From an optimization exercise on the open Yosys and OpenROAD flow, aimed at small area; shortcuts taken in it are not production practice. Function was checked by simulation only, so behaviour that the tests miss may differ from the original. Power is estimated from default activity; no workload was simulated.

`flow/design.v`:
```
module mp_rx_fifo (
  input  wire        clk,
  input  wire        rst,
  input  wire        push,         
  input  wire [7:0]  push_data,
  input  wire        pop,          
  output wire [63:0] head,         
  output wire        ready,        
  output wire        overflow      
);
  reg [63:0] r0, r1, r2;
  reg [8:0]  r3;      
  reg [1:0]  rows;    
  reg [3:0]  col;     
  reg [7:0]  fold;    
  wire full    = (rows == 2'd3) && col[1];
  wire do_push = push && !full;
  assign overflow = push && full;
  assign ready    = (rows != 2'd0);
  assign head     = r0;
  wire [1:0] wrow     = rows - {1'b0, pop};
  wire       col_last = (col == 4'd9);
  wire       bad_sb   = (push_data != 8'hAA);
  wire       bad_cs   = (push_data != fold);
  always @(posedge clk) begin
    if (rst) begin
      rows <= 2'd0;
      col  <= 4'd0;
    end else begin
      if (do_push)
        col <= col_last ? 4'd0 : col + 4'd1;
      rows <= rows - {1'b0, pop} + {1'b0, do_push && col_last};
    end
    if (do_push)
      fold <= (col == 4'd0) ? push_data : (fold ^ push_data);
  end
  wire [3:0] wr;      
  assign wr[0] = do_push && (wrow == 2'd0);
  assign wr[1] = do_push && (wrow == 2'd1);
  assign wr[2] = do_push && (wrow == 2'd2);
  assign wr[3] = do_push && (wrow == 2'd3);
  wire [9:0] wc;      
  genvar k;
  generate
    for (k = 0; k < 10; k = k + 1) begin : g_wc
      assign wc[k] = (col == k);
    end
  endgenerate
  function [7:0] slot;
    input       w;        
    input       s;        
    input [7:0] d, n, q;
    slot = ({8{w}} & d) | ({8{s && !w}} & n) | ({8{!s && !w}} & q);
  endfunction
  wire bs0_n = pop ? r1[0] : r0[0];
  wire bs1_n = pop ? r2[0] : r1[0];
  wire bs2_n = pop ? r3[0] : r2[0];
  wire bs3_n = r3[0];
  wire [7:0] b1_d = wc[9] ? fold : push_data;
  wire       b1_w = wc[1] || (wc[9] && bad_cs);
  wire w0b1 = wr[0] && (wc[0] || (b1_w && !bs0_n));
  wire w1b1 = wr[1] && (wc[0] || (b1_w && !bs1_n));
  wire w2b1 = wr[2] && (wc[0] || (b1_w && !bs2_n));
  wire w3b1 = wr[3] && (wc[0] || (b1_w && !bs3_n));
  wire b2_w = wc[2] || (wc[9] && bad_cs);
  always @(posedge clk) begin
    if (wr[0] && wc[0]) r0[0] <= bad_sb; else if (pop) r0[0] <= r1[0];
    if (wr[1] && wc[0]) r1[0] <= bad_sb; else if (pop) r1[0] <= r2[0];
    if (wr[2] && wc[0]) r2[0] <= bad_sb; else if (pop) r2[0] <= r3[0];
    if (wr[3] && wc[0]) r3[0] <= bad_sb;
    if (wr[0] && wc[9]) r0[1] <= bad_cs; else if (pop) r0[1] <= r1[1];
    if (wr[1] && wc[9]) r1[1] <= bad_cs; else if (pop) r1[1] <= r2[1];
    if (wr[2] && wc[9]) r2[1] <= bad_cs;
    r0[9:2] <= slot(w0b1, pop, b1_d, r1[9:2], r0[9:2]);
    r1[9:2] <= slot(w1b1, pop, b1_d, r2[9:2], r1[9:2]);
    r2[9:2] <= slot(w2b1, pop, b1_d, r3[8:1], r2[9:2]);
    if (w3b1) r3[8:1] <= push_data;
    r0[17:10] <= slot(wr[0] && b2_w, pop, push_data, r1[17:10], r0[17:10]);
    r1[17:10] <= slot(wr[1] && b2_w, pop, push_data, r2[17:10], r1[17:10]);
    if (wr[2] && b2_w) r2[17:10] <= push_data;
    r0[63:58] <= slot(wr[0] && wc[8], pop, push_data, {2'b00, r1[63:58]},
                      {2'b00, r0[63:58]});
    r1[63:58] <= slot(wr[1] && wc[8], pop, push_data, {2'b00, r2[63:58]},
                      {2'b00, r1[63:58]});
    if (wr[2] && wc[8]) r2[63:58] <= push_data[5:0];
  end
  generate
    for (k = 3; k < 8; k = k + 1) begin : g_col
      always @(posedge clk) begin
        r0[8*k+1:8*k-6] <= slot(wr[0] && wc[k], pop, push_data,
                                r1[8*k+1:8*k-6], r0[8*k+1:8*k-6]);
        r1[8*k+1:8*k-6] <= slot(wr[1] && wc[k], pop, push_data,
                                r2[8*k+1:8*k-6], r1[8*k+1:8*k-6]);
        if (wr[2] && wc[k])
          r2[8*k+1:8*k-6] <= push_data;
      end
    end
  endgenerate
endmodule
module miniplant_bridge #(
  parameter [15:0]  ANALOG_BASE    = 16'd0,
  parameter [15:0]  INFLAG_BASE    = 16'd0,
  parameter [15:0]  OUTFLAG_BASE   = 16'd8,
  parameter [15:0]  OUTFLAG2_BASE  = 16'd16,
  parameter [15:0]  OVERRIDE_COIL  = 16'd100,
  parameter [15:0]  ACT_BASE       = 16'd8,
  parameter integer ACT_COUNT      = 14,    
  parameter integer RX_DEPTH       = 32,    
  parameter integer RX_AW          = 5,
  parameter integer BACKOFF_CYCLES = 16     
) (
  input  wire         clk,
  input  wire         rst,
  input  wire         rx_valid,
  input  wire [7:0]   rx_data,
  output wire         tx_valid,
  output wire [7:0]   tx_data,
  input  wire         tx_ready,
  input  wire         ser_link_ok,
  input  wire         plc_link_ok,
  output wire         plc_req_valid,
  input  wire         plc_req_ready,
  output reg  [7:0]   plc_req_fc,
  output reg  [15:0]  plc_req_addr,
  output reg  [4:0]   plc_req_cnt,
  output reg  [79:0]  plc_req_wdata,
  input  wire         plc_rsp_valid,
  input  wire         plc_rsp_ok,
  input  wire [1:0]   plc_rsp_cause,
  input  wire [15:0]  plc_rsp_rdata,
  input  wire         shutdown_req,
  input  wire [63:0]  wallclock,
  output wire         pst_valid,
  output wire [151:0] pst_data,
  output wire         log_valid,
  output wire [31:0]  log_word,
  output wire         ser_close,
  output wire         plc_close,
  output wire [3:0]   fsm_state,
  output wire         rx_overflow_o
);
  localparam [3:0] S_INIT         = 4'h0,
                   S_AWAIT        = 4'h1,
                   S_DECODE       = 4'h2,
                   S_WR_ANALOG    = 4'h3,
                   S_RD_OVERRIDE  = 4'h4,
                   S_WR_INFLAGS   = 4'h5,
                   S_WR_OUTFLAGS  = 4'h6,
                   S_WR_OUTFLAGS2 = 4'h7,
                   S_RD_ACTUATORS = 4'h8,
                   S_SEND_REPLY   = 4'h9,
                   S_PERSIST      = 4'hA,
                   S_BACKOFF      = 4'hB,
                   S_TEARDOWN     = 4'hC,
                   S_HALTED       = 4'hD,
                   S_FAILED       = 4'hE;
  localparam [7:0] FC_WRITE_REGS  = 8'h10,
                   FC_WRITE_COILS = 8'h0F,
                   FC_READ_COILS  = 8'h01;
  localparam [15:0] ACT_MASK = (ACT_COUNT >= 16) ? 16'hFFFF
                                                 : ((16'd1 << ACT_COUNT) - 16'd1);
  reg [3:0]  st;
  reg        pend;
  reg        shutdown;
  reg        rx_overflow;
  reg [63:0] frm;
  reg        ovr;
  reg [13:0] act;           
  reg [3:0]  cnt;           
  reg [63:0] wc_q;          
  reg [1:0]  aux_q;         
  reg [3:0]  prv;           
  wire       bad_start = frm[0];
  wire       bad_csum  = frm[1];
  wire [7:0] level1    = frm[9:2];      
  wire [7:0] level2    = frm[17:10];    
  wire [7:0] tds       = frm[25:18];
  wire [7:0] flow      = frm[33:26];
  wire [7:0] pressure  = frm[41:34];
  wire [7:0] inF       = frm[49:42];
  wire [7:0] outF      = frm[57:50];
  wire [5:0] outF2     = frm[63:58];
  wire        link_open = (st != S_HALTED) && (st != S_FAILED);
  wire        rx_push   = rx_valid && link_open;
  wire        rx_pop;
  wire [63:0] rx_head;
  wire        frame_ready;
  wire        rx_ovf_evt;
  mp_rx_fifo u_rxq (
    .clk        (clk),
    .rst        (rst),
    .push       (rx_push),
    .push_data  (rx_data),
    .pop        (rx_pop),
    .head       (rx_head),
    .ready      (frame_ready),
    .overflow   (rx_ovf_evt)
  );
  assign rx_pop = (st == S_AWAIT) && !shutdown && frame_ready;
  wire       start_ok = !bad_start;
  wire       csum_ok  = !bad_csum;
  wire is_plc_state = (st == S_WR_ANALOG)   || (st == S_RD_OVERRIDE)  ||
                      (st == S_WR_INFLAGS)  || (st == S_WR_OUTFLAGS)  ||
                      (st == S_WR_OUTFLAGS2)|| (st == S_RD_ACTUATORS);
  assign plc_req_valid = is_plc_state && !pend && !rst;
  wire req_fire = plc_req_valid && plc_req_ready;
  wire rsp_fire = is_plc_state && pend && plc_rsp_valid;
  always @(*) begin
    plc_req_fc    = 8'h00;
    plc_req_addr  = 16'h0000;
    plc_req_cnt   = 5'd0;
    plc_req_wdata = 80'd0;
    case (st)
      S_WR_ANALOG: begin
        plc_req_fc    = FC_WRITE_REGS;
        plc_req_addr  = ANALOG_BASE;
        plc_req_cnt   = 5'd5;
        plc_req_wdata = {8'h00, pressure, 8'h00, flow, 8'h00, tds,
                         8'h00, level2, 8'h00, level1};
      end
      S_RD_OVERRIDE: begin
        plc_req_fc    = FC_READ_COILS;
        plc_req_addr  = OVERRIDE_COIL;
        plc_req_cnt   = 5'd1;
      end
      S_WR_INFLAGS: begin
        plc_req_fc    = FC_WRITE_COILS;
        plc_req_addr  = INFLAG_BASE;
        plc_req_cnt   = 5'd8;
        plc_req_wdata = {72'd0, inF};
      end
      S_WR_OUTFLAGS: begin
        plc_req_fc    = FC_WRITE_COILS;
        plc_req_addr  = OUTFLAG_BASE;
        plc_req_cnt   = 5'd8;
        plc_req_wdata = {72'd0, outF};
      end
      S_WR_OUTFLAGS2: begin
        plc_req_fc    = FC_WRITE_COILS;
        plc_req_addr  = OUTFLAG2_BASE;
        plc_req_cnt   = 5'd6;
        plc_req_wdata = {74'd0, outF2};
      end
      S_RD_ACTUATORS: begin
        plc_req_fc    = FC_READ_COILS;
        plc_req_addr  = ACT_BASE;
        plc_req_cnt   = ACT_COUNT[4:0];
      end
      default: ;
    endcase
  end
  wire [1:0] txn = ovr ? 2'd3 : 2'd1;
  reg  [7:0] tx_byte;
  always @(*) begin
    if (!ovr)
      tx_byte = 8'hFF;
    else case (cnt[1:0])
      2'd0:    tx_byte = 8'hBB;
      2'd1:    tx_byte = act[7:0];
      default: tx_byte = {2'b00, act[13:8]};
    endcase
  end
  wire   tx_more  = (cnt[1:0] != txn);
  assign tx_valid = (st == S_SEND_REPLY) && tx_more && !rst;
  assign tx_data  = tx_byte;
  wire   tx_fire  = tx_valid && tx_ready;
  assign ser_close     = (st == S_TEARDOWN) && !rst;
  assign plc_close     = (st == S_TEARDOWN) && !rst;
  assign fsm_state     = st;
  assign rx_overflow_o = rx_overflow;
  wire   log_evt = ((st == S_FAILED)  && (prv == S_INIT))   ||   
                   ((st == S_AWAIT)   && (prv == S_DECODE)) ||   
                   ((st == S_BACKOFF) && (prv != S_BACKOFF));    
  assign pst_valid     = (st == S_AWAIT) && (prv == S_PERSIST) && !rst;
  assign log_valid     = log_evt && !rst;
  reg [2:0] gw_op;
  always @(*) begin
    case (prv)
      S_RD_OVERRIDE:  gw_op = 3'd4;
      S_WR_INFLAGS:   gw_op = 3'd1;
      S_WR_OUTFLAGS:  gw_op = 3'd2;
      S_WR_OUTFLAGS2: gw_op = 3'd3;
      S_RD_ACTUATORS: gw_op = 3'd5;
      default:        gw_op = 3'd0;    
    endcase
  end
  wire [7:0] applied0 = ovr ? act[7:0]  : outF;
  wire [7:0] applied1 = {2'b00, ovr ? act[13:8] : outF2};
  assign pst_data = {wc_q, applied1, applied0, {7'd0, ovr},
                     {2'b00, outF2}, outF, inF,
                     pressure, flow, tds, level2, level1};
  wire lg_start = (st == S_FAILED);
  wire lg_gw    = (st == S_BACKOFF);
  wire lg_bad   = !lg_start && !lg_gw && !start_ok;
  wire lg_csum  = !lg_start && !lg_gw && start_ok;
  assign log_word[3:0]   = lg_start ? 4'h5 : lg_gw ? 4'h4 : lg_bad ? 4'h2 : 4'h3;
  assign log_word[7:4]   = lg_gw ? {1'b0, gw_op} : 4'hF;
  assign log_word[9:8]   = lg_gw ? aux_q : 2'd0;
  assign log_word[15:10] = 6'd0;
  assign log_word[23:16] = lg_start ? {6'd0, aux_q} :
                           lg_gw    ? 8'h00 : level1;
  assign log_word[31:24] = lg_csum ? level2 : 8'h00;
  always @(posedge clk) begin
    wc_q    <= wallclock;
    aux_q   <= (st == S_INIT) ? {!plc_link_ok, !ser_link_ok} : plc_rsp_cause;
    prv     <= st;
    if (rx_pop)
      frm <= rx_head;
    if (st == S_RD_ACTUATORS)
      act <= plc_rsp_rdata[13:0];
    if (st == S_RD_OVERRIDE)
      ovr <= plc_rsp_rdata[0];
    if (st == S_SEND_REPLY) begin
      if (tx_fire)
        cnt <= cnt + 4'd1;
    end else if (st == S_BACKOFF)
      cnt <= cnt + 4'd1;
    else
      cnt <= 4'd0;
    if (rst) begin
      st          <= S_INIT;
      pend        <= 1'b0;
      shutdown    <= 1'b0;
      rx_overflow <= 1'b0;
    end else begin
      if (shutdown_req)
        shutdown <= 1'b1;
      if (rx_ovf_evt)
        rx_overflow <= 1'b1;
      if (req_fire)
        pend <= 1'b1;
      case (st)
        S_INIT: begin
          if (ser_link_ok && plc_link_ok) begin
            st <= S_AWAIT;
          end else begin
            st          <= S_FAILED;
          end
        end
        S_AWAIT: begin
          if (shutdown)
            st <= S_TEARDOWN;
          else if (frame_ready)
            st <= S_DECODE;
        end
        S_DECODE: begin
          if (!start_ok || !csum_ok) begin
            st          <= S_AWAIT;
          end else begin
            st          <= S_WR_ANALOG;
          end
        end
        S_WR_ANALOG, S_RD_OVERRIDE, S_WR_INFLAGS,
        S_WR_OUTFLAGS, S_WR_OUTFLAGS2, S_RD_ACTUATORS: begin
          if (rsp_fire) begin
            pend <= 1'b0;
            if (!plc_rsp_ok) begin
              st          <= S_BACKOFF;
            end else begin
              case (st)
                S_WR_ANALOG:    st <= S_RD_OVERRIDE;
                S_RD_OVERRIDE:  st <= plc_rsp_rdata[0] ? S_RD_ACTUATORS
                                                       : S_WR_INFLAGS;
                S_WR_INFLAGS:   st <= S_WR_OUTFLAGS;
                S_WR_OUTFLAGS:  st <= S_WR_OUTFLAGS2;
                S_WR_OUTFLAGS2: st <= S_SEND_REPLY;
                default:        st <= S_SEND_REPLY;   
              endcase
            end
          end
        end
        S_SEND_REPLY: begin
          if (!tx_more)
            st <= S_PERSIST;
        end
        S_PERSIST: begin
          st          <= S_AWAIT;
        end
        S_BACKOFF: begin
          if (cnt == BACKOFF_CYCLES - 1)
            st <= S_AWAIT;
        end
        S_TEARDOWN: st <= S_HALTED;
        default: ;
      endcase
    end
  end
endmodule
```
`flow/flow/run.sh`:
```
#!/bin/bash
# The standard layout (standard.sh), with these changes to how it is made:
# - the port buffers use the smallest buffer cell (every port still gets one);
# - the constant outputs share one tie cell (also after the restructure);
# - at the end of the floorplan step the combinational logic is remapped for
#   area by OpenROAD's restructure and its setup timing repaired
#   (flow/restructure.tcl; ABC's own log goes to rmp/abc.log);
# - before the placement's repair_design every combinational cell is given
#   its smallest drive strength (flow/downsize.tcl);
# - the clock tree is built from clusters of up to 19 flip-flops, each driven
#   by a clkbuf_8, without dummy loads.
# standard.sh's own output goes to standard.log; each ORFS step logs under
# orfs/logs.
export BUFFER_PORTS_ARGS="-buffer_cell sky130_fd_sc_hd__buf_1"
export SKIP_REPAIR_TIE_FANOUT=1
export CTS_ARGS="-sink_clustering_enable -repair_clock_nets -sink_clustering_size 19 -sink_clustering_max_diameter 65 -buf_list sky130_fd_sc_hd__clkbuf_8 -root_buf sky130_fd_sc_hd__clkbuf_16 -dont_use_dummy_load"
export RMP_DIR="$PWD/rmp"
export POST_FLOORPLAN_TCL="$PWD/flow/restructure.tcl"
export PRE_RESIZE_TCL="$PWD/flow/downsize.tcl"
bash standard.sh > standard.log 2>&1
```
`flow/flow/downsize.tcl`:
```
# Run before the placement's repair_design (ORFS's PRE_RESIZE hook): give
# every combinational cell the smallest drive strength of its function.
# repair_design, which runs right after, fixes any slew or load this breaks,
# and the later steps repair timing as usual.
set n_down 0
foreach inst [get_cells *] {
  set m [get_property $inst ref_name]
  if {![regexp {^sky130_fd_sc_hd__([a-z0-9]+)_([0-9]+)$} $m -> base sz]} { continue }
  if {[regexp {^(df|edf|sdf|sedf|dl|clk|tap|conb|fill|decap|diode|lpflow|probe)} $base]} { continue }
  foreach s {0 1 2} {
    if {$s >= $sz} { break }
    set cand [get_lib_cells -quiet */sky130_fd_sc_hd__${base}_${s}]
    if {[llength $cand] > 0} {
      replace_cell $inst [lindex $cand 0]
      incr n_down
      break
    }
  }
}
puts "downsize.tcl: downsized $n_down cells"
```
`flow/flow/restructure.tcl`:
```
# Run at the end of the floorplan step (ORFS's POST_FLOORPLAN hook): remap
# the combinational logic between the registers for area with OpenROAD's
# restructure (registers are untouched), repair the setup timing it breaks,
# and drive all constant loads from one tie cell per value (restructure
# makes one tie cell per constant).  The later steps repair timing as usual.
set rmp_lib [lindex $::env(LIB_FILES) 0]
file mkdir $::env(RMP_DIR)
restructure -liberty_file $rmp_lib -target area \
  -tielo_port sky130_fd_sc_hd__conb_1/LO -tiehi_port sky130_fd_sc_hd__conb_1/HI \
  -work_dir $::env(RMP_DIR) -abc_logfile $::env(RMP_DIR)/abc.log
repair_timing -setup -setup_margin 0
report_worst_slack

# Drive every constant-0 (and every constant-1) load from a single tie cell.
proc merge_ties {} {
  set block [ord::get_db_block]
  foreach pin {LO HI} {
    set keep ""
    foreach inst [$block getInsts] {
      if {[[$inst getMaster] getName] ne "sky130_fd_sc_hd__conb_1"} { continue }
      set net [[$inst findITerm $pin] getNet]
      if {$net eq "NULL"} { continue }
      if {$keep eq ""} { set keep $net; continue }
      foreach it [$net getITerms] {
        if {[$it getInst] eq $inst} { continue }
        $it disconnect
        $it connect $keep
      }
      foreach bt [$net getBTerms] {
        $bt disconnect
        $bt connect $keep
      }
    }
  }
  # remove the tie cells left with no load
  set n 0
  foreach inst [$block getInsts] {
    if {[[$inst getMaster] getName] ne "sky130_fd_sc_hd__conb_1"} { continue }
    set used 0
    foreach pin {LO HI} {
      set net [[$inst findITerm $pin] getNet]
      if {$net ne "NULL" && ([llength [$net getITerms]] > 1 || [llength [$net getBTerms]] > 0)} { set used 1 }
    }
    if {!$used} {
      foreach pin {LO HI} {
        set net [[$inst findITerm $pin] getNet]
        if {$net ne "NULL"} { [$inst findITerm $pin] disconnect; odb::dbNet_destroy $net }
      }
      odb::dbInst_destroy $inst
      incr n
    }
  }
  puts "merge_ties: removed $n tie cells"
}
merge_ties
```
`flow/standard.sh`:
```
#!/bin/bash
# synth_recipe.tcl (not shown) runs the flow's synth.tcl, then flattens the netlist and writes it again
# the make line also repeats each setting of config.mk as NAME=value (left out here)
make -C /OpenROAD-flow-scripts/flow DESIGN_CONFIG=/design/flow/config.mk WORK_HOME=/design/flow/orfs CLKGATE_MAP_FILE= SYNTH_SCRIPT=/design/flow/synth_recipe.tcl "${@:-finish}"
```
`flow/config.mk`:
```
export PLATFORM = sky130hd
export DESIGN_NAME = miniplant_bridge
export DESIGN_NICKNAME = miniplant_bridge
export VERILOG_FILES = /design/flow/design.v
export SDC_FILE = /design/flow/constraint.sdc
export NUM_CORES = 4
export LEC_CHECK = 0
export ABC_AREA = 1
export CAP_MARGIN = 20
export CORE_MARGIN = 2
export CORE_UTILIZATION = 60
export PLACE_DENSITY = 0.7
export SLEW_MARGIN = 20
```
`flow/constraint.sdc`:
```
create_clock -name core_clock -period 6.0 [get_ports {clk}]
set_input_delay 1.2000 -clock core_clock [delete_from_list [all_inputs] [get_ports {clk}]]
set_output_delay 1.2000 -clock core_clock [all_outputs]
set_load 0.01 [all_outputs]
```
==> key figures, run 1 <==
Run status
  • Status: complete, no violations

Clock tree
  • Clock latency (worst-skew pair): 0.52 ns
  • Clock Root Buffer: clkbuf_16
  • Worst-path clk slew: about 0.11 ns
  • Max Buffers Root-to-Sink: 3
  • CTS HTree Levels: 1
  • CTS tree: yes
  • Setup bufs post-CTS: 0
  • Clk sinks: around 380
  • Resized Gates After CTS: 0
  • Number of buffers created by CTS: 24
  • CTS Hold Buffers Added: 0

STA
  • Slew HR: 32.54%
  • Worst Tran Pin Value: 1.012 ns
  • Fin. max-slew vios: 0
  • Layout Skew: around 0.043 ns
  • Setup TNS: 0 ns
  • Setup violators final: 0
  • Unrepaired setup endpoints after global routing: false
  • Final setup margin: 1.238 ns
  • Final min period: 4.762 ns
  • Tcrit/Tclk final: 79.37%
  • Peak Freq: 210.0 MHz
  • Final hold viol count: 0

Cells and area
  • Proportion of layout cells with a drive suffix above 1: 2.845%
  • Multi-input gate area: 3237 µm²
  • Storage cell area: between 9000 and 10000 µm²
  • NumNets Final: roughly 1500
  • Fill count: 1989
  • Core Util, Final: 62.60%
  • Layout area overhead: 2.484%
  • Ant diodes: 0

Yosys
  • Area contributors post-synth: edfxtp_1 32%, dfxtp_1 29%, nand2_1 11%, nand3_1 4.9%, buf_4 4.0%
  • Top_reg_cell synth: dfxtp_1
  • Post-Synthesis Cells: 1569
  • Post-synth top area share: 31.83%
  • Sequential share of the synthesized area: 61.29%
  • Async SR Flop Fraction: 0%
  • Syn Area/Cell: 9.440 µm²
  • Post-synth top area cell: edfxtp_1
  • Seq cells post-synth: 375
  • Synth warnings: 2
  • EDFF count, synth: 157
  • Library cells used by synthesis: 43
  • Mapped Nets: 1672
  • Synth Cell Area: approximately 15000 µm²

Setup path
  • Worst reg-to-reg path cell count: 13
  • Worst EP arrival: about 3.6 ns
  • CP max FO: 20
  • CP Capture Type: output port
  • Startpoint Class: flip-flop
  • CP Data Required Time: 4.80 ns
  • Crit Path Class: flip-flop to output port

Die
  • Die H: 161.1 µm
  • Initial core utilization: 61.08%
  • Cell Rows: 57
  • Die ar.: 25960 µm²
  • Die W: 161.1 µm
  • Core ar.: roughly 24000 µm²
  • Top Ports: 412

Place
  • Pre-CTS setup slack: around 0.76 ns
  • GP Congestion: 0.9462
  • Detailed placement HPWL: about 26000 µm
  • Count of input and output buffers: 336

Global route
  • Largest net degree at the start of global routing: 74
  • Vias in the first global route: 9756
  • Initial antenna violation count: 0
  • First-pass GRT wire length: 54340 µm
  • Total track usage: 26.83%
  • Grt ovf: 0

Worst hold path
  • Hold path cells: 0
  • HP Class: flip-flop to flip-flop

Route
  • Residual DRC: 0
  • Drt wl/cell: a little over 20 µm
  • Metal-1 WL: roughly 14000 µm
  • DR WL met2: 17610 µm
  • DRT iter0 DRCs: 1414
  • Via/cell ratio: between 5 and 6
  • DRT antenna net count: 0
  • WL met3: 2782 µm
  • Detailed Routing Iterations Pass 1: 10
  • Top sig layer: met4
  • Via Count: 10219
  • DRT Wirelength: 35680 µm

Power and ir drop
  • Pleak: around 5.1 nW
  • Total Power: 0.005054 W
  • P per Cell Area: roughly 330 nW/µm²
  • Max rail drop VDD: around 0.00027 V

Job
  • Max Cap Viol: 0
## final timing paths
check                            startpoint                 to  slack, ns
worst min register to register  u_rxq.r0[1]             frm[1]       0.43
worst max-delay path                  st[0]  plc_req_wdata[51]       1.24
worst max register to register        st[0]       u_rxq.r0[23]       1.63
worst min-delay path            u_rxq.r0[1]             frm[1]       0.43
## layout by cell type, fill, tap and decap left out, types with 7 or more instances in the layout
| cell | netlist | routed |
|---|---|---|
| buf_1 | 7 | 343 |
| dfxtp_1 | 218 | 218 |
| clkinv_1 | 2 | 176 |
| edfxtp_1 | 157 | 157 |
| nor2_1 | 112 | 109 |
| a222oi_1 | 0 | 96 |
| o22ai_1 | 5 | 95 |
| o21ai_0 | 41 | 36 |
| nor2b_1 | 0 | 28 |
| nand2_1 | 429 | 26 |
| clkbuf_8 | 0 | 21 |
| a22oi_1 | 2 | 12 |
| nand3_1 | 144 | 12 |
| nor3_1 | 9 | 12 |
| buf_2 | 26 | 11 |
| o2bb2ai_1 | 0 | 9 |
| o221ai_1 | 2 | 8 |
| a2bb2oi_1 | 0 | 7 |
| o21a_1 | 1 | 7 |
## synthesized netlist by cell type (3+ instances only)
master and n:
a21oi_1 14, ha_1 3, edfxtp_1 157, buf_4 79
nor2_1 112, buf_6 3, nand2_2 12, nand3_1 144
nor2_2 3, nand2_1 429, buf_1 7, nor3_1 9
o2111ai_1 3, dfxtp_1 218, o21ai_0 41, nand4_1 54
buf_2 26, nand3_2 5, o22ai_1 5, o211ai_1 63
inv_2 11, clkbuf_1 17, inv_1 126
## critical path, cell delays in order, from the launching register on
cell and delay [ns]:
dfxtp_1 0.56, nand2_1 0.19, nor2_1 0.56, clkinv_1 0.71, buf_2 0.52, nor2b_1 0.33, buf_1 0.19
## sequential cells by signal, summed over array words and instances, names as in the netlist, 8 cells and up
name and cells:
act 14, frm 64, u_rxq.fold 8, u_rxq.r0 64, u_rxq.r1 64, u_rxq.r2 64, u_rxq.r3 9, wc_q 64
## per-layer routing
layer	GRT usage, %	vias up
met4	9.903	0
met3	4.366	70
met1	33.79	4785
met2	46.88	565
met5	0	-
li1	-	4799
## final cells by class
cell class | instances | share of cell area, %
repair inverters | 1 | 0.04946
inverters | 177 | 4.377
well taps | 324 | 2.671
flip-flops and latches | 375 | 59.81
repair buffers | 358 | 9.372
multi-input cells | 506 | 21.32
clock buffers | 24 | 2.399
## where the power goes
part	total (W)	leakage, nW	switching (W)	internal, W
combinational	0.000847	1.68	0.000554	0.000294
sequential	0.00308	3.24	0.000151	0.00293
clock	0.00112	0.188	0.000715	0.000409
total	0.00505	5.11	0.00142	0.00363
## metrics by stage
stage	hold WS [ns]	instances	area (µm²)
after floorplan	0.4003	1569	14810
after global routing	0.4332	1765	15180
final	0.4276	1765	15180
after global placement	0.4017	1738	14810
after CTS	0.4293	1765	15180
after detailed placement	0.4063	1741	14810
## cell families after synthesis
group / Yosys count / share of synthesized area, %
fa+ha+maj: 3 / 0.2534
compound gates: 139 / 6.201
other cells: 1 / 0.02532
flops: 375 / 61.29
xor+xnor: 3 / 0.1774
buf+inv: 273 / 9.326
mux: 1 / 0.07602
simple gates: 774 / 22.65
==> run 2: changes to the inputs <==
--- a/flow/design.v
+++ b/flow/design.v
@@ -164,8 +164,7 @@
   reg        shutdown;
   reg        rx_overflow;
   reg [63:0] frm;
-  reg        ovr;
-  reg [13:0] act;           
+  reg [13:1] act_hi;        
   reg [3:0]  cnt;           
   reg [63:0] wc_q;          
   reg [1:0]  aux_q;         
@@ -180,6 +179,8 @@
   wire [7:0] inF       = frm[49:42];
   wire [7:0] outF      = frm[57:50];
   wire [5:0] outF2     = frm[63:58];
+  wire        ovr = frm[0];
+  wire [13:0] act = {act_hi, frm[1]};
   wire        link_open = (st != S_HALTED) && (st != S_FAILED);
   wire        rx_push   = rx_valid && link_open;
   wire        rx_pop;
@@ -306,10 +307,12 @@
     prv     <= st;
     if (rx_pop)
       frm <= rx_head;
+    else if (st == S_RD_OVERRIDE)
+      frm[0] <= plc_rsp_rdata[0];
+    else if (st == S_RD_ACTUATORS)
+      frm[1] <= plc_rsp_rdata[0];
     if (st == S_RD_ACTUATORS)
-      act <= plc_rsp_rdata[13:0];
-    if (st == S_RD_OVERRIDE)
-      ovr <= plc_rsp_rdata[0];
+      act_hi <= plc_rsp_rdata[13:1];
     if (st == S_SEND_REPLY) begin
       if (tx_fire)
         cnt <= cnt + 4'd1;
==> key figures, run 2 <==
Setup path
  • Worst EP arrival: 5.20 ns (+1.64 ns)
  • Startpoint Class: flip-flop
  • Crit-path cells: nor2_1 -> clkinv_1 -> nand3_1 -> o21ai_0 -> nor2_1 -> buf_1 -> clkinv_1 -> nor3_1 -> clkinv_1 -> nor2_1 -> buf_1 -> nor2_1 -> a222oi_1 -> clkinv_1
  • Delay-heaviest family, CP: buffers and inverters
  • FF-to-FF setup slack: 1.20 ns (-0.43 ns)
  • Max incr delay on CP: 0.54 ns (-0.17 ns)
  • Worst R2R End: u_rxq.r0[26]
  • CP Capture Type: flip-flop
  • Crit Path Class: flip-flop to flip-flop
  • Slowest-stage cell, CP: buf_1
  • CP Data Required Time: 6.40 ns (+1.60 ns)
  • CP max FO: 12 (-40%)
  • Worst reg-to-reg path cell count: 14 (+1)
  • RR Startpoint: st[0]
  • WP buf/inv: 6 (+3)

Yosys
  • Top-count cell post-synth: nand2_1
  • Post-synth top area share: 31.33% (-0.50 points)
  • Library cells used by synthesis: 44 (+2.3%)
  • Post-Synthesis Cells: 1573 (+0.25%)
  • Mapped Nets: 1676 (+0.24%)
  • Synth warnings: 2 (unchanged)
  • Area contributors post-synth: edfxtp_1 31%, dfxtp_1 29%, nand2_1 10%, nand3_1 4.8%, buf_4 4.1%
  • Async SR Flop Fraction: 0% (unchanged)
  • Most frequent cells after synthesis: 412 x nand2_1, 218 x dfxtp_1, 155 x edfxtp_1
  • Post-synth top area cell: edfxtp_1
  • Synth Cell Area: 14860 µm² (+0.30%)
  • Syn Area/Cell: 9.444 µm² (about the same)
  • Seq cells post-synth: 373 (-0.53%)
  • EDFF count, synth: 155 (-1.3%)
  • Top_reg_cell synth: dfxtp_1
  • Sequential share of the synthesized area: 60.71% (-0.58 points)

Die
  • Die H: 161.4 µm (+0.14%)
  • Cell Rows: 57 (unchanged)
  • Core ar.: 24320 µm² (+0.29%)
  • Die ar.: 26030 µm² (+0.29%)
  • Initial core utilization: 61.08% (about the same)
  • Top Ports: 412 (unchanged)
  • Die W: 161.4 µm (+0.14%)

Clock tree
  • CTS HTree Levels: 1 (unchanged)
  • Max Buffers Root-to-Sink: 3 (unchanged)
  • CTS tree: yes
  • Clk sinks: 373 (-0.53%)
  • Clock latency (worst-skew pair): 0.52 ns (about the same)
  • Clock Root Buffer: clkbuf_16
  • Setup bufs post-CTS: 0 (unchanged)
  • CTS Hold Buffers Added: 0 (unchanged)
  • Worst-path clk slew: 0.12 ns (about the same)
  • Resized Gates After CTS: 0 (unchanged)
  • Number of buffers created by CTS: 25 (+4.2%)

Route
  • Via/cell ratio: 5.890 (+1.7%)
  • Drt wl/cell: 20.42 µm (+1.0%)
  • Via Count: 10431 (+2.1%)
  • DRT antenna net count: 0 (unchanged)
  • Residual DRC: 0 (unchanged)
  • DRT Wirelength: 36160 µm (+1.3%)
  • Detailed Routing Iterations Pass 1: 9 (-1)
  • DRT iter0 DRCs: 1349 (-4.6%)

Cells and area
  • Commonest non-fill, non-tap cells in the layout: 348 x buf_1, 218 x dfxtp_1, 178 x clkinv_1
  • Layout area overhead: 2.341%
  • Proportion of layout cells with a drive suffix above 1: 3.041% (+0.20 points)
  • Commonest non-fill, non-tap cell in the layout: buf_1
  • Core Util, Final: 62.51% (-0.086 points)
  • Non-Filler Instances: 1771 (+0.34%)
  • Ant diodes: 0 (unchanged)
  • NumNets Final: 1549 (+0.39%)

Power and ir drop
  • Clk pwr share: 22.6% (+0.4 points)
  • Reg power frac: 60.4% (-0.6 points)
  • Max rail drop VDD: 0.0002734 V (about the same)
  • Sw frac: 28.40% (+0.31 points)
  • Int Pwr: 0.003631 W (about the same)
  • Pleak: 5.133 nW (+0.51%)
  • P per Cell Area: 333.6 nW/µm² (+0.20%)
  • Psw: 0.001440 W (+1.4%)
  • Combinational power share: 17.0% (+0.2 points)

Place
  • GP Congestion: 0.9207 (-2.7%)
  • Detailed placement HPWL: 25420 µm (-0.41%)
  • Dpl cells: 1746 (+0.29%)
  • Count of input and output buffers: 336 (unchanged)

Global route
  • Total track usage: 26.60% (-0.23 points)
  • Vias in the first global route: 9661 (-0.97%)
  • First-pass GRT wire length: 54050 µm (-0.53%)
  • Grt ovf: 0 (unchanged)
  • Initial antenna violation count: 0 (unchanged)
  • Largest net degree at the start of global routing: 74 (unchanged)

STA
  • Final hold viol count: 0 (unchanged)
  • Fin. max-slew vios: 0 (unchanged)
  • Setup violators final: 0 (unchanged)
  • Final min period: 4.805 ns (+0.04238 ns)
  • Peak Freq: 208.1 MHz (-0.88%)
  • Slew HR: 39.89% (+7.3 points)
  • Worst Tran Pin Value: 0.8983 ns (-0.1136 ns)
  • Layout Skew: 0.03746 ns (-0.006004 ns)
  • Unrepaired setup endpoints after global routing: false
  • Final hold slack: 0.4408 ns (+0.01323 ns)
  • Setup TNS: 0 ns (unchanged)
  • Tcrit/Tclk final: 80.08% (+0.71 points)

Run status
  • Status: complete, no violations

Job
  • Max Cap Viol: 0 (unchanged)

Worst hold path
  • HP Class: flip-flop to flip-flop
  • Hold EP: frm[18]
  • Hold Path Origin: u_rxq.r0[18]
  • Hold path cells: 0 (unchanged)
-- run 2: cell families (layout without fill, tap and decap cells) --
logic type | after synthesis | in the layout | share of synthesized area (%)
AOI/OAI and AO/OA | 148 | 303 | 6.519
xor gates and xnor gates | 2 | 0 | 0.1179
adders and majority gates | 3 | 0 | 0.2527
buffers and inverters | 286 | 569 | 9.694
DFF | 373 | 373 | 60.71
muxes | 1 | 0 | 0.07580
other | 1 | 1 | 0.02524
and+or+nand+nor | 759 | 201 | 22.61
-- run 2: cell type report --
cell class	instances	area, µm²
fill	1994	9116
sequential	373	9019
multi-input combinational	505	3261
timing repair buffer	364	1461
inverter	179	671.9
tap	324	405.4
clock buffer	25	377.9
timing repair inverter	1	7.507
-- run 2: worst max-delay path by stage --
stage               startpoint               end  depth (start not counted)
floorplan                  rst         pst_valid                          2
global placement      rx_valid      u_rxq.r0[49]                         11
detailed placement  rx_data[7]       u_rxq.r1[2]                         13
CTS                      st[0]  plc_req_wdata[5]                          9
global route             st[0]      u_rxq.r0[43]                         13
finish                   st[0]      u_rxq.r0[26]                         14
-- run 2: routing by layer --
layer	vias to the layer above	share of wire [%]	global-route usage [%]
met5	-	0	0
met4	0	2.8	8.726
met3	66	9.5	5.290
met2	586	49	45.03
met1	4963	39	34.54
li1	4816	-	-
-- run 2: power groups by stage --
stage               combinational, W  clock (W)  sequential, W
finish                      0.000860    0.00115        0.00306
global route                0.000940    0.00127        0.00309
CTS                         0.000845    0.00118        0.00306
detailed placement          0.000841          0        0.00312
global placement            0.000826          0        0.00311
floorplan                   0.000609          0        0.00304
-- run 2: metrics by stage --
step	cell area (µm²)	setup slack [ns]	power, W
after floorplan	14860	2.999	0.003645
after global placement	14810	1.683	0.003938
after CTS	15190	1.168	0.005087
after detailed placement	14820	0.6724	0.003958
after global routing	15200	0.7097	0.005304
final	15200	1.195	0.005071
==> run 3: changes to the inputs <==
==> flow/flow/run.sh (replaced) <==
#!/bin/bash
# The standard layout (standard.sh), with these changes to how it is made:
# - the port buffers use the smallest buffer cell (every port still gets one);
# - the constant outputs share a few tie cells (also after the restructure);
# - at the end of the floorplan step the combinational logic is remapped for
#   area by OpenROAD's restructure and its setup timing repaired
#   (flow/restructure.tcl; ABC's own log goes to rmp/abc.log);
# - before the placement's repair_design every combinational cell is given
#   its smallest drive strength (flow/downsize.tcl);
# - the clock tree is built from clusters of up to 16 flip-flops, each driven
#   by a clkbuf_8, without dummy loads.
# standard.sh's own output goes to standard.log; each ORFS step logs under
# orfs/logs.
export BUFFER_PORTS_ARGS="-buffer_cell sky130_fd_sc_hd__buf_1"
export SKIP_REPAIR_TIE_FANOUT=1
export CTS_ARGS="-sink_clustering_enable -repair_clock_nets -sink_clustering_size 16 -sink_clustering_max_diameter 70 -buf_list sky130_fd_sc_hd__clkbuf_8 -root_buf sky130_fd_sc_hd__clkbuf_16 -dont_use_dummy_load"
export RMP_DIR="$PWD/rmp"
export POST_FLOORPLAN_TCL="$PWD/flow/restructure.tcl"
export PRE_RESIZE_TCL="$PWD/flow/downsize.tcl"
bash standard.sh > standard.log 2>&1
--- a/flow/flow/restructure.tcl
+++ b/flow/flow/restructure.tcl
@@ -1,8 +1,8 @@
 # Run at the end of the floorplan step (ORFS's POST_FLOORPLAN hook): remap
 # the combinational logic between the registers for area with OpenROAD's
 # restructure (registers are untouched), repair the setup timing it breaks,
-# and drive all constant loads from one tie cell per value (restructure
-# makes one tie cell per constant).  The later steps repair timing as usual.
+# and drive the constant loads from a few tie cells of up to 24 loads each
+# (restructure makes one tie cell per constant).  The later steps repair timing as usual.
 set rmp_lib [lindex $::env(LIB_FILES) 0]
 file mkdir $::env(RMP_DIR)
 restructure -liberty_file $rmp_lib -target area \
@@ -11,7 +11,11 @@
 repair_timing -setup -setup_margin 0
 report_worst_slack
 
-# Drive every constant-0 (and every constant-1) load from a single tie cell.
+# Drive the constant-0 (and constant-1) loads from as few tie cells as
+# possible, each with at most 24 loads.
+proc tie_loads {net} {
+  return [expr {[llength [$net getITerms]] - 1 + [llength [$net getBTerms]]}]
+}
 proc merge_ties {} {
   set block [ord::get_db_block]
   foreach pin {LO HI} {
@@ -20,7 +24,10 @@
       if {[[$inst getMaster] getName] ne "sky130_fd_sc_hd__conb_1"} { continue }
       set net [[$inst findITerm $pin] getNet]
       if {$net eq "NULL"} { continue }
-      if {$keep eq ""} { set keep $net; continue }
+      if {$keep eq "" || [tie_loads $keep] + [tie_loads $net] > 24} {
+        set keep $net
+        continue
+      }
       foreach it [$net getITerms] {
         if {[$it getInst] eq $inst} { continue }
         $it disconnect
==> key figures, run 3 <==
Global route
  • First-pass GRT wire length: 53280 µm (-1.4%)
  • Vias in the first global route: 9585 (-0.79%)
  • Initial antenna violation count: 1 (+1)
  • Largest net degree at the start of global routing: 43 (-42%)
  • Grt ovf: 0 (unchanged)
  • Total track usage: 26.11% (-0.49 points)

Clock tree
  • Setup bufs post-CTS: 0 (unchanged)
  • Max Buffers Root-to-Sink: 3 (unchanged)
  • Clk sinks: 373 (unchanged)
  • Resized Gates After CTS: 0 (unchanged)
  • CTS Hold Buffers Added: 0 (unchanged)
  • Number of buffers created by CTS: 27 (+8.0%)
  • Worst-path clk slew: 0.09 ns (-0.03 ns)
  • Clock Root Buffer: clkbuf_16
  • Clock latency (worst-skew pair): 0.52 ns (about the same)
  • CTS HTree Levels: 1 (unchanged)
  • CTS tree: yes

Power and ir drop
  • Clk pwr share: 23.2% (+0.6 points)
  • Combinational power share: 16.6% (-0.4 points)
  • P per Cell Area: 335.2 nW/µm² (+0.47%)
  • Reg power frac: 60.2% (-0.2 points)
  • Psw: 0.001445 W (+0.30%)
  • Sw frac: 28.32% (-0.083 points)
  • Max rail drop VDD: 0.0002151 V (-21%)
  • Pleak: 5.144 nW (+0.22%)
  • Int Pwr: 0.003657 W (+0.71%)

Setup path
  • Startpoint Class: flip-flop
  • CP Data Required Time: 6.39 ns (about the same)
  • Max incr delay on CP: 0.64 ns (+0.10 ns)
  • Crit-path cells: nor2_1 -> clkinv_1 -> nand3_1 -> o21ai_0 -> nor2_1 -> buf_1 -> clkinv_1 -> nor3_1 -> clkinv_1 -> nor2_1 -> nor2_1 -> a222oi_1 -> clkinv_1
  • Slowest-stage cell, CP: nor2_1
  • Delay-heaviest family, CP: simple AND/OR/NAND/NOR gates
  • Crit Path Class: flip-flop to flip-flop
  • CP Capture Type: flip-flop
  • CP max FO: 12 (unchanged)
  • Worst EP arrival: 5.40 ns (+0.20 ns)
  • WP buf/inv: 5 (-1)

Yosys
  • Top_reg_cell synth: dfxtp_1
  • Post-Synthesis Cells: 1573 (unchanged)
  • Synth warnings: 2 (unchanged)
  • Synth Cell Area: 14860 µm² (unchanged)
  • Post-synth top area share: 31.33% (unchanged)
  • Post-synth top area cell: edfxtp_1
  • Sequential share of the synthesized area: 60.71% (unchanged)
  • Most frequent cells after synthesis: 412 x nand2_1, 218 x dfxtp_1, 155 x edfxtp_1
  • EDFF count, synth: 155 (unchanged)
  • Library cells used by synthesis: 44 (unchanged)
  • Top-count cell post-synth: nand2_1
  • Async SR Flop Fraction: 0% (unchanged)
  • Area contributors post-synth: edfxtp_1 31%, dfxtp_1 29%, nand2_1 10%, nand3_1 4.8%, buf_4 4.1%
  • Seq cells post-synth: 373 (unchanged)
  • Syn Area/Cell: 9.444 µm² (unchanged)
  • Mapped Nets: 1676 (unchanged)

Route
  • DRT antenna net count: 0 (unchanged)
  • Via Count: 10466 (+0.34%)
  • Via/cell ratio: 5.900 (+0.17%)
  • DRT Wirelength: 35470 µm (-1.9%)
  • Drt wl/cell: 20.00 µm (-2.1%)
  • Residual DRC: 0 (unchanged)
  • Detailed Routing Iterations Pass 1: 9 (unchanged)
  • DRT iter0 DRCs: 1278 (-5.3%)

Cells and area
  • Fill count: 2004 (+0.50%)
  • Multi-input gate area: 3272 µm² (+0.35%)
  • Core Util, Final: 62.59% (+0.077 points)
  • Commonest non-fill, non-tap cell in the layout: buf_1
  • Proportion of layout cells with a drive suffix above 1: 3.106% (+0.065 points)
  • Commonest non-fill, non-tap cells in the layout: 346 x buf_1, 218 x dfxtp_1, 178 x clkinv_1
  • Layout area overhead: 2.468%
  • Non-Filler Instances: 1774 (+0.17%)
  • NumNets Final: 1551 (+0.13%)
  • Storage cell area: 9019 µm² (unchanged)

Die
  • Die ar.: 26030 µm² (unchanged)
  • Cell Rows: 57 (unchanged)
  • Die W: 161.4 µm (unchanged)
  • Initial core utilization: 61.08% (unchanged)
  • Die H: 161.4 µm (unchanged)
  • Top Ports: 412 (unchanged)
  • Core ar.: 24320 µm² (unchanged)

STA
  • Tcrit/Tclk final: 83.48% (+3.4 points)
  • Worst Tran Pin Value: 0.9064 ns (+0.008144 ns)
  • Setup TNS: 0 ns (unchanged)
  • Slew HR: 39.50% (-0.39 points)
  • Final min period: 5.009 ns (+0.2044 ns)
  • Fin. max-slew vios: 0 (unchanged)
  • Setup violators final: 0 (unchanged)
  • Final hold viol count: 0 (unchanged)
  • Peak Freq: 199.6 MHz (-4.1%)
  • Unrepaired setup endpoints after global routing: false
  • Layout Skew: 0.01685 ns (-0.02061 ns)

Place
  • Count of input and output buffers: 336 (unchanged)
  • GP Congestion: 0.9315 (+1.2%)
  • Detailed placement HPWL: 25200 µm (-0.84%)
  • Dpl cells: 1745 (-0.057%)

Worst hold path
  • HP Class: flip-flop to flip-flop

Run status
  • Status: complete, no violations

Job
  • Max Cap Viol: 0 (unchanged)
==> run 3: cell types whose count changed in the layout (fill, tap and decap cells not counted) <==
cell      change
conb_1        +3
clkbuf_8      +2
buf_8         +2
diode_2       +1
buf_2         -3
buf_16        -2
buf_12        +1
buf_1         -2
clkbuf_2      +1
==> run 3: power by group through the flow <==
stage	logic [W]	clock network, W	registers (W)
floorplan	0.000609	0	0.00304
global placement	0.000823	0	0.00312
detailed placement	0.000834	0	0.00312
CTS	0.000837	0.00122	0.00307
global route	0.000939	0.00130	0.00310
finish	0.000849	0.00118	0.00307
==> run 3: cell type report <==
| cell class | count | area share [%] |
|---|---|---|
| clock buffer | 27 | 2.663 |
| tap | 324 | 2.663 |
| timing repair buffer | 361 | 9.453 |
| sequential | 373 | 59.25 |
| antenna | 1 | 0.01644 |
| timing repair inverter | 1 | 0.04932 |
| inverter | 179 | 4.414 |
| multi-input combinational | 508 | 21.49 |
==> run 3: final timing paths <==
| kind | cells after the start | to | from | slack, ns |
|---|---|---|---|---|
| worst max-delay path | 13 | u_rxq.r0[18] | st[0] | 0.99 |
| worst max register to register | 13 | u_rxq.r0[18] | st[0] | 0.99 |
| worst min-delay path | 0 | frm[23] | u_rxq.r0[23] | 0.44 |
| worst min register to register | 0 | frm[23] | u_rxq.r0[23] | 0.44 |
==> run 3: cell families after synthesis <==
group / share of synthesized area [%]
xor gates and xnor gates: 0.1179
DFF: 60.71
muxes: 0.07580
buffers and inverters: 9.694
and+or+nand+nor: 22.61
other: 0.02524
adders and majority gates: 0.2527
AOI/OAI and AO/OA: 6.519
==> run 3: layer usage <==
metal  vias up  track usage (%)  part of all wire [%]
met3        54            4.083                   7.9
met5         -                0                     0
met4         0            8.523                   2.6
met2       575            44.08                    48
met1      5020            34.81                    41
li1       4817                -                     -
==> run 3: per-stage QoR <==
stage | setup WS, ns | total power, W | area, µm² | hold WS [ns]
after floorplan | 2.999 | 0.003645 | 14860 | 0.4086
after global placement | 1.512 | 0.003942 | 14790 | 0.4191
after detailed placement | 0.9555 | 0.003955 | 14790 | 0.4155
after CTS | 0.8823 | 0.005120 | 15190 | 0.4436
after global routing | 0.5972 | 0.005336 | 15220 | 0.4558
final | 0.9910 | 0.005102 | 15220 | 0.4429
==> run 4: changes to the inputs <==
--- a/flow/design.v
+++ b/flow/design.v
@@ -164,7 +164,8 @@
   reg        shutdown;
   reg        rx_overflow;
   reg [63:0] frm;
-  reg [13:1] act_hi;        
+  reg        ovr;
+  reg [13:0] act;           
   reg [3:0]  cnt;           
   reg [63:0] wc_q;          
   reg [1:0]  aux_q;         
@@ -179,8 +180,6 @@
   wire [7:0] inF       = frm[49:42];
   wire [7:0] outF      = frm[57:50];
   wire [5:0] outF2     = frm[63:58];
-  wire        ovr = frm[0];
-  wire [13:0] act = {act_hi, frm[1]};
   wire        link_open = (st != S_HALTED) && (st != S_FAILED);
   wire        rx_push   = rx_valid && link_open;
   wire        rx_pop;
@@ -307,12 +306,10 @@
     prv     <= st;
     if (rx_pop)
       frm <= rx_head;
-    else if (st == S_RD_OVERRIDE)
-      frm[0] <= plc_rsp_rdata[0];
-    else if (st == S_RD_ACTUATORS)
-      frm[1] <= plc_rsp_rdata[0];
     if (st == S_RD_ACTUATORS)
-      act_hi <= plc_rsp_rdata[13:1];
+      act <= plc_rsp_rdata[13:0];
+    if (st == S_RD_OVERRIDE)
+      ovr <= plc_rsp_rdata[0];
     if (st == S_SEND_REPLY) begin
       if (tx_fire)
         cnt <= cnt + 4'd1;
==> key figures, run 4 <==
STA
  • Tcrit/Tclk final: 73.60% (-9.9 points)
  • Final min period: 4.416 ns (-0.5927 ns)
  • Unrepaired setup endpoints after global routing: false
  • Layout Skew: 0.06192 ns (+0.04507 ns)
  • Worst Tran Pin Value: 1.033 ns (+0.1261 ns)
  • Fin. max-slew vios: 0 (unchanged)
  • Final setup margin: 1.584 ns (+0.5927 ns)
  • Setup TNS: 0 ns (unchanged)
  • Final hold viol count: 0 (unchanged)
  • Setup violators final: 0 (unchanged)
  • Slew HR: 31.16% (-8.3 points)
  • Peak Freq: 226.4 MHz (+13%)

Setup path
  • WP buf/inv: 4 (-1)
  • CP max FO: 12 (unchanged)
  • Startpoint Class: flip-flop
  • Worst EP arrival: 4.76 ns (-0.64 ns)
  • Crit Path Class: flip-flop to flip-flop
  • CP Data Required Time: 6.34 ns (-0.05 ns)
  • Delay-heaviest family, CP: simple AND/OR/NAND/NOR gates
  • CP Capture Type: flip-flop
  • Max incr delay on CP: 0.63 ns (about the same)
  • Slowest-stage cell, CP: nor2_1
  • Most frequent CP cell: nor2_1
  • Crit-path cells: nor2_1 -> clkinv_1 -> nand3_1 -> nand2_1 -> nor2_1 -> buf_1 -> nand2_1 -> nor2_1 -> clkinv_1 -> nor2_1 -> nor2_1 -> a222oi_1 -> clkinv_1

Power and ir drop
  • P per Cell Area: 334.9 nW/µm² (about the same)
  • Max rail drop VDD: 0.0002159 V (+0.40%)
  • Pleak: 5.154 nW (+0.18%)

Global route
  • Grt ovf: 0 (unchanged)
  • Total track usage: 25.68% (-0.43 points)
  • First-pass GRT wire length: 52480 µm (-1.5%)
  • Vias in the first global route: 9659 (+0.77%)
  • Largest net degree at the start of global routing: 31 (-28%)
  • Initial antenna violation count: 0 (-1)

Yosys
  • Library cells used by synthesis: 43 (-2.3%)
  • Synth Cell Area: 14810 µm² (-0.29%)
  • Synth warnings: 2 (unchanged)
  • EDFF count, synth: 157 (+1.3%)
  • Post-Synthesis Cells: 1569 (-0.25%)
  • Area contributors post-synth: edfxtp_1 32%, dfxtp_1 29%, nand2_1 11%, nand3_1 4.9%, buf_4 4.0%
  • Most frequent cells after synthesis: 429 x nand2_1, 218 x dfxtp_1, 157 x edfxtp_1
  • Seq cells post-synth: 375 (+0.54%)
  • Top_reg_cell synth: dfxtp_1
  • Sequential share of the synthesized area: 61.29% (+0.58 points)
  • Post-synth top area cell: edfxtp_1
  • Top-count cell post-synth: nand2_1
  • Syn Area/Cell: 9.440 µm² (about the same)
  • Mapped Nets: 1672 (-0.24%)
  • Post-synth top area share: 31.83% (+0.50 points)
  • Async SR Flop Fraction: 0% (unchanged)

Clock tree
  • CTS Hold Buffers Added: 0 (unchanged)
  • Clock Root Buffer: clkbuf_16
  • Resized Gates After CTS: 0 (unchanged)
  • Setup bufs post-CTS: 0 (unchanged)
  • Clock latency (worst-skew pair): 0.52 ns (about the same)
  • CTS HTree Levels: 1 (unchanged)
  • Worst-path clk slew: 0.09 ns (about the same)
  • Max Buffers Root-to-Sink: 3 (unchanged)
  • Clk sinks: 375 (+0.54%)
  • Number of buffers created by CTS: 27 (unchanged)
  • CTS tree: yes

Worst hold path
  • HP Class: flip-flop to flip-flop

Die
  • Top Ports: 412 (unchanged)
  • Die W: 161.1 µm (-0.14%)
  • Initial core utilization: 61.08% (about the same)
  • Die ar.: 25960 µm² (-0.28%)
  • Core ar.: 24250 µm² (-0.29%)
  • Die H: 161.1 µm (-0.14%)
  • Cell Rows: 57 (unchanged)

Cells and area
  • Layout area overhead: 3.083%
  • NumNets Final: 1550 (-0.064%)
  • Ant diodes: 0 (-1)
  • Commonest non-fill, non-tap cells in the layout: 343 x buf_1, 218 x dfxtp_1, 176 x clkinv_1
  • Proportion of layout cells with a drive suffix above 1: 3.177% (+0.071 points)
  • Fill count: 2040 (+1.8%)
  • Commonest non-fill, non-tap cell in the layout: buf_1

Place
  • Count of input and output buffers: 336 (unchanged)
  • Detailed placement HPWL: 24920 µm (-1.1%)
  • GP Congestion: 0.9035 (-3.0%)
  • Pre-CTS setup slack: 0.7561 ns (-0.1994 ns)

Route
  • Detailed Routing Iterations Pass 1: 10 (+1)
  • DRT Wirelength: 34980 µm (-1.4%)
  • Residual DRC: 0 (unchanged)
  • DRT iter0 DRCs: 1474 (+15%)
  • DRT antenna net count: 0 (unchanged)
  • Via/cell ratio: 5.799 (-1.7%)
  • Drt wl/cell: 19.74 µm (-1.3%)
  • Via Count: 10275 (-1.8%)

Job
  • Max Cap Viol: 0 (unchanged)

Run status
  • Status: complete, no violations
-- run 4: changes by cell type after synthesis, moves of 3 or more --
cell     change
inv_1        -8
buf_4        -3
nand2_1     +17
nor2_1       +5
buf_2        +5
inv_2        -6
nand2_2      -5
a21oi_1      -4
-- run 4: cell type report --
cell class                 count  area [µm²]  area share [%]
sequential                   375        9079           59.46
clock buffer                  27       405.4           2.655
inverter                     177       664.4           4.351
tap                          324       405.4           2.655
timing repair inverter         1       7.507         0.04917
timing repair buffer         359        1450           9.498
multi-input combinational    509        3257           21.33
-- run 4: worst reg2reg max path, stage by stage (launching register included) --
cell and delay [ns]:
dfxtp_1 0.42, nor2_1 0.34, clkinv_1 0.31, nand3_1 0.27
nand2_1 0.08, nor2_1 0.08, buf_1 0.50, nand2_1 0.15
nor2_1 0.27, clkinv_1 0.37, nor2_1 0.64, nor2_1 0.32
a222oi_1 0.39, clkinv_1 0.10
-- run 4: logic make-up (layout without fill, tap and decap cells) --
logic type	after synthesis	after routing	share of synthesized area (%)
AND/OR/NAND/NOR	774	203	22.65
adder cells (fa/ha/maj)	3	0	0.2534
AO/OA/AOI/OAI	139	302	6.201
flip-flops	375	375	61.29
other	1	4	0.02532
buffers and inverters	273	564	9.326
XOR/XNOR	3	0	0.1774
multiplexers	1	0	0.07602
-- run 4: report_power, final --
group | leakage [nW] | total [W] | internal (W) | switching (W)
clock | 0.210 | 0.00119 | 0.000451 | 0.000734
combinational | 1.70 | 0.000843 | 0.000297 | 0.000546
sequential | 3.24 | 0.00308 | 0.00293 | 0.000154
total | 5.15 | 0.00511 | 0.00368 | 0.00143
-- run 4: worst paths after layout --
kind                              startpoint           end  slack, ns  cells past startpoint
worst max register to register         st[0]  u_rxq.r0[22]       1.58                     13
worst min-delay path            u_rxq.r0[22]       frm[22]       0.40                      0
worst min register to register  u_rxq.r0[22]       frm[22]       0.40                      0
worst max-delay path                   st[0]  u_rxq.r0[22]       1.58                     13
-- run 4: stage by stage --
| stage | power [W] | util [%] | cells | hold slack [ns] | area (µm²) |
|---|---|---|---|---|---|
| 2_1_floorplan | 0.003714 | - | 1569 | 0.4003 | 14810 |
| 3_3_place_gp | 0.003948 | 61.11 | 1740 | 0.4008 | 14820 |
| 3_5_place_dp | 0.003967 | 61.28 | 1745 | 0.4156 | 14860 |
| 4_1_cts | 0.005131 | 62.95 | 1772 | 0.4037 | 15260 |
| 5_1_grt | 0.005345 | 62.97 | 1772 | 0.4125 | 15270 |
| 6_report | 0.005113 | 62.97 | 1772 | 0.3984 | 15270 |
-- run 4: metal layers --
metal	vias up	share of wire (%)	track usage (%)
li1	4795	-	-
met1	4883	40	32.80
met2	528	49	44.81
met3	69	7.4	3.878
met4	0	3.1	9.050
met5	-	0	0

-- afterwards: timing with drivers on the ports --
Ports are ideal in the flow. The routed layouts listed here were re-timed in OpenROAD.
Step 1 (the two cells are an assumption about what drives the block):
set clk [get_ports {clk}]
set_driving_cell -lib_cell sky130_fd_sc_hd__clkbuf_16 $clk
set_driving_cell -lib_cell sky130_fd_sc_hd__buf_2 [delete_from_list [all_inputs] $clk]
Step 2 adds t to the input delays and takes it off the output delays; t is the mean of the earliest and latest rising clock arrival at the registers after step 1. Input paths then give back, and output paths get back, about the clock's delay inside the block.
Slacks: ideal ports / drivers / drivers and shift; pairs: ideal ports / drivers.
run | t, ns | setup slack, ns | worst data-port slew with drivers (ns)
run 1 | 0.545 | 1.238 / 1.189 / 1.111 | 0.06
run 2 | 0.545 | 1.195 / 1.195 / 1.043 | 0.07
run 3 | 0.536 | 0.991 / 0.991 / 0.857 | 0.08
run 4 | 0.540 | 1.584 / 1.584 / 1.098 | 0.07
After both steps setup and hold are still met in every run listed. The setup slack of run 4, which loses most, moves by 0.000 ns with the drivers and by -0.486 ns with both steps.
